This design comes from an exercise in tuning for small area, a short achievable clock period and few clock cycles on the open sky130 flow, not from production work.
In this exercise RTL edits were held to simulation tests only and were not proved equivalent to the original.
Power is estimated from default activity; no workload was simulated.

10-15:
==> flow/design.v (excerpt) <==
module rsdec (
    input  wire        clk,
    input  wire        rst,
    input  wire        in_valid,
    input  wire [7:0]  in_data,
    input  wire        in_last,
    output wire        in_ready,
    output wire        res_valid,
    input  wire        res_ready,
    output wire        res_fail,
    output wire [3:0]  res_nerr,
    output wire [79:0] res_pos,
    output wire [79:0] res_val
);
    localparam NSYM = 20;
    localparam T    = 10;
    function [7:0] gf_mul(input [7:0] a, input [7:0] b);
        integer k;
        reg [7:0] p, aa;
        begin
            p  = 8'h00;
            aa = a;
            for (k = 0; k < 8; k = k + 1) begin
                if (b[k]) p = p ^ aa;
                aa = aa[7] ? ((aa << 1) ^ 8'h1D) : (aa << 1);
            end
            gf_mul = p;
        end
    endfunction
    function [7:0] gf_pow(input integer e);
        integer k;
        reg [7:0] p;
        begin
            p = 8'h01;
            for (k = 0; k < e; k = k + 1)
                p = p[7] ? ((p << 1) ^ 8'h1D) : (p << 1);
            gf_pow = p;
        end
    endfunction
    function [3:0] m16(input [3:0] a, input [3:0] b);
        reg [6:0] p;
        integer i;
        begin
            p = 7'd0;
            for (i = 0; i < 4; i = i + 1) if (b[i]) p = p ^ ({3'd0, a} << i);
            for (i = 6; i > 3; i = i - 1) if (p[i]) p = p ^ (7'h13 << (i - 4));
            m16 = p[3:0];
        end
    endfunction
    function [3:0] i16(input [3:0] a);
        integer k;
        begin
            i16 = 4'd0;
  ...
==> flow/config.mk <==
export PLATFORM = sky130hd
export DESIGN_NAME = rsdec
export DESIGN_NICKNAME = rsdec
export VERILOG_FILES = /design/flow/design.v
export SDC_FILE = /design/flow/constraint.sdc
export NUM_CORES = 4
export LEC_CHECK = 0
export CAP_MARGIN = 20
export CORE_MARGIN = 2
export CORE_UTILIZATION = 65
export PLACE_DENSITY = 0.78
export SLEW_MARGIN = 20
==> flow/constraint.sdc <==
create_clock -name core_clock -period 18.0 [get_ports {clk}]
set_input_delay 3.6000 -clock core_clock [delete_from_list [all_inputs] [get_ports {clk}]]
set_output_delay 3.6000 -clock core_clock [all_outputs]
set_load 0.01 [all_outputs]
standard.sh (not shown) runs the stock make flow with config.mk's settings and CLKGATE_MAP_FILE= SYNTH_SCRIPT=/design/flow/synth_recipe.tcl, a recipe that flattens the netlist after the stock synthesis.
==> flow/flow/run.sh <==
#!/bin/bash
set -e
export SETUP_SLACK_MARGIN=13.2
bash standard.sh > standard_flow.log 2>&1
Testbench counts of 10-15, summed over its fixed seeds: cycles 29,526.
## Diff of input files: 11-26 against 10-15
--- a/flow/design.v
+++ b/flow/design.v
@@ -119,15 +119,15 @@
     reg  [7:0] bb  [0:T-1];       
     reg  [7:0] d;                 
     reg  [7:0] f1;                
     reg  [7:0] pos1, pos2;        
     reg        skipA;             
     reg  [7:0] binv;              
     reg [11:0] ih;                
-    reg        chg;               
+    reg        le;                
     reg        chg1;              
     reg  [7:0] c;                 
     reg  [3:0] found;
     reg        lastr;             
     reg        root1, root2;
     reg        succ;
     reg        rv, rf;
@@ -188,14 +188,15 @@
     wire r_last  = (r == NSYM - 1);
     wire o_last  = (r == T - 1);
     wire c_ok    = !rv;
     wire c_dir   = (c < NSYM) || (L > T) || (L == 5'd0);
     wire c_start = st_waitc & c_ok & ~c_dir;
     wire c_skip  = st_waitc & c_ok & c_dir;
     wire ns_disc  = st_upd & ~r_last;
+    wire chg      = (d != 8'h00) & le;     
     wire ns_scale = st_disc & chg1;
     wire ns_upd   = go_bm | (st_disc & ~chg1) | st_scale;
     wire ns_omega = (st_upd & r_last) | (st_omega & ~o_last);
     wire ns_waitc = (st_omega & o_last) | (st_waitc & ~c_ok);
     wire ns_chien = c_start | (st_chien & ~c_stop);
     wire ns_fin1  = st_chien & c_stop;
     wire ns_fin2  = st_fin1;
@@ -275,15 +276,15 @@
             m_s0   <= ns_idle | ns_fin2 | ns_disc | ns_omega;
         end
         f1   <= root_a ? wsa : dsum;
         pos1 <= root_a ? c - 8'd1 : c - 8'd2;
         pos2 <= pos1;
         if (!st_scale) begin
             d   <= (st_chien | st_fin1) ? f1 : dsum;
-            chg <= (dsum != 8'h00) && (st_init || ({L, 1'b0} <= {1'b0, r}));
+            le  <= st_init || ({L, 1'b0} <= {1'b0, r});
         end
         chg1 <= st_upd & chg;
         ih   <= inv_a(st_chien ? (root_a ? osa : osb) : d);
         if (st_init)
             binv <= 8'h01;
         else if (chg1 | st_chien | st_fin1)
             binv <= inv_b(ih);
@@ -341,22 +342,18 @@
             rpos[0] <= pos2;
             rval[0] <= q;
             for (k = 1; k < T; k = k + 1) begin
                 rpos[k] <= rpos[k-1];
                 rval[k] <= rval[k-1];
             end
         end
-        if (rst) begin
+        if (rst)
             rv <= 1'b0;
-        end else if (c_skip) begin
+        else if (c_skip | st_fin2)
             rv <= 1'b1;
-            rf <= (L != 5'd0) || (c < NSYM);
-            rn <= 4'd0;
-        end else if (st_fin2) begin
-            rv <= 1'b1;
-            rf <= ~succ;
-            rn <= succ ? L[3:0] : 4'd0;
-        end else if (res_ready) begin
+        else if (res_ready)
             rv <= 1'b0;
-        end
+        rf <= (rf & ~(c_skip | st_fin2)) |
+              (c_skip & ((L != 5'd0) || (c < NSYM))) | (st_fin2 & ~succ);
+        rn <= (rn & {4{~(c_skip | st_fin2)}}) | ({4{st_fin2 & succ}} & L[3:0]);
     end
 endmodule
## What came out
- 11-26: full flow OK, the timing, design-rule and antenna checks passed
- Looking at portion of total power attributed to the clock network across 11-26 and 10-15, the one that comes out lower is 10-15.
- 10-15 has lower synthesis-to-layout area growth than 11-26.
- The finished layout cell area of 11-26 was superior to that of 10-15.
- Between 10-15 and 11-26, part of the power in combinational logic decreased.
- Sort 11-26 and 10-15 by weighted congestion reported at the end of routability-driven placement, descending, and 10-15 comes first.
- 11-26 vs 10-15, routing usage on met3 went down by 0.55 points.
- Between 11-26 and 10-15, the difference in total routing resource utilization after global routing is negligible.
- Min period utilization across 11-26 and 10-15: 10-15
- Sum of internal, switching and leakage power for 11-26 is lower than for 10-15.
- [compare] base=10-15 new=11-26: height of the die went down; number of cells on the critical path now larger; total half-perimeter wirelength after legalization and detailed placement dropped 2.6%; remaining routing DRC violations held.
- 11-26 and 10-15 ended up with nearly the same fraction of the mapped netlist area in adder cells.
Testbench counts of 11-26, summed over its fixed seeds: cycles 29,526.

[static timing again, ports no longer ideal]
In the flow no input, the clock included, has a driving cell. The finished layouts below were timed again as built, in two steps. Step 1 assumes that a clkbuf_16 drives the clock port and a buf_2 every other input. Step 2, shift: input delay + t, output delay - t, t = (earliest + latest rising clock arrival at the registers) / 2. This alone moves slack from input paths to output paths. Three values: ideal, step 1, step 2; two values: the first two.
run | t (ns) | slack for setup (ns) | hold slack, ns | worst data-port slew with drivers (ns) | cell pins on the clock port's net
10-15 | 0.762 | 13.151 / 13.106 / 12.460 | 0.324 / 0.324 / 0.324 | 0.07 | 1
11-26 | 0.770 | 13.108 / 13.108 / 12.791 | 0.328 / 0.328 / 0.328 | 0.08 | 1
After both steps every run listed still meets setup and hold. The setup slack of 10-15, which loses most, moves by -0.045 ns with the drivers and by -0.691 ns with both steps.
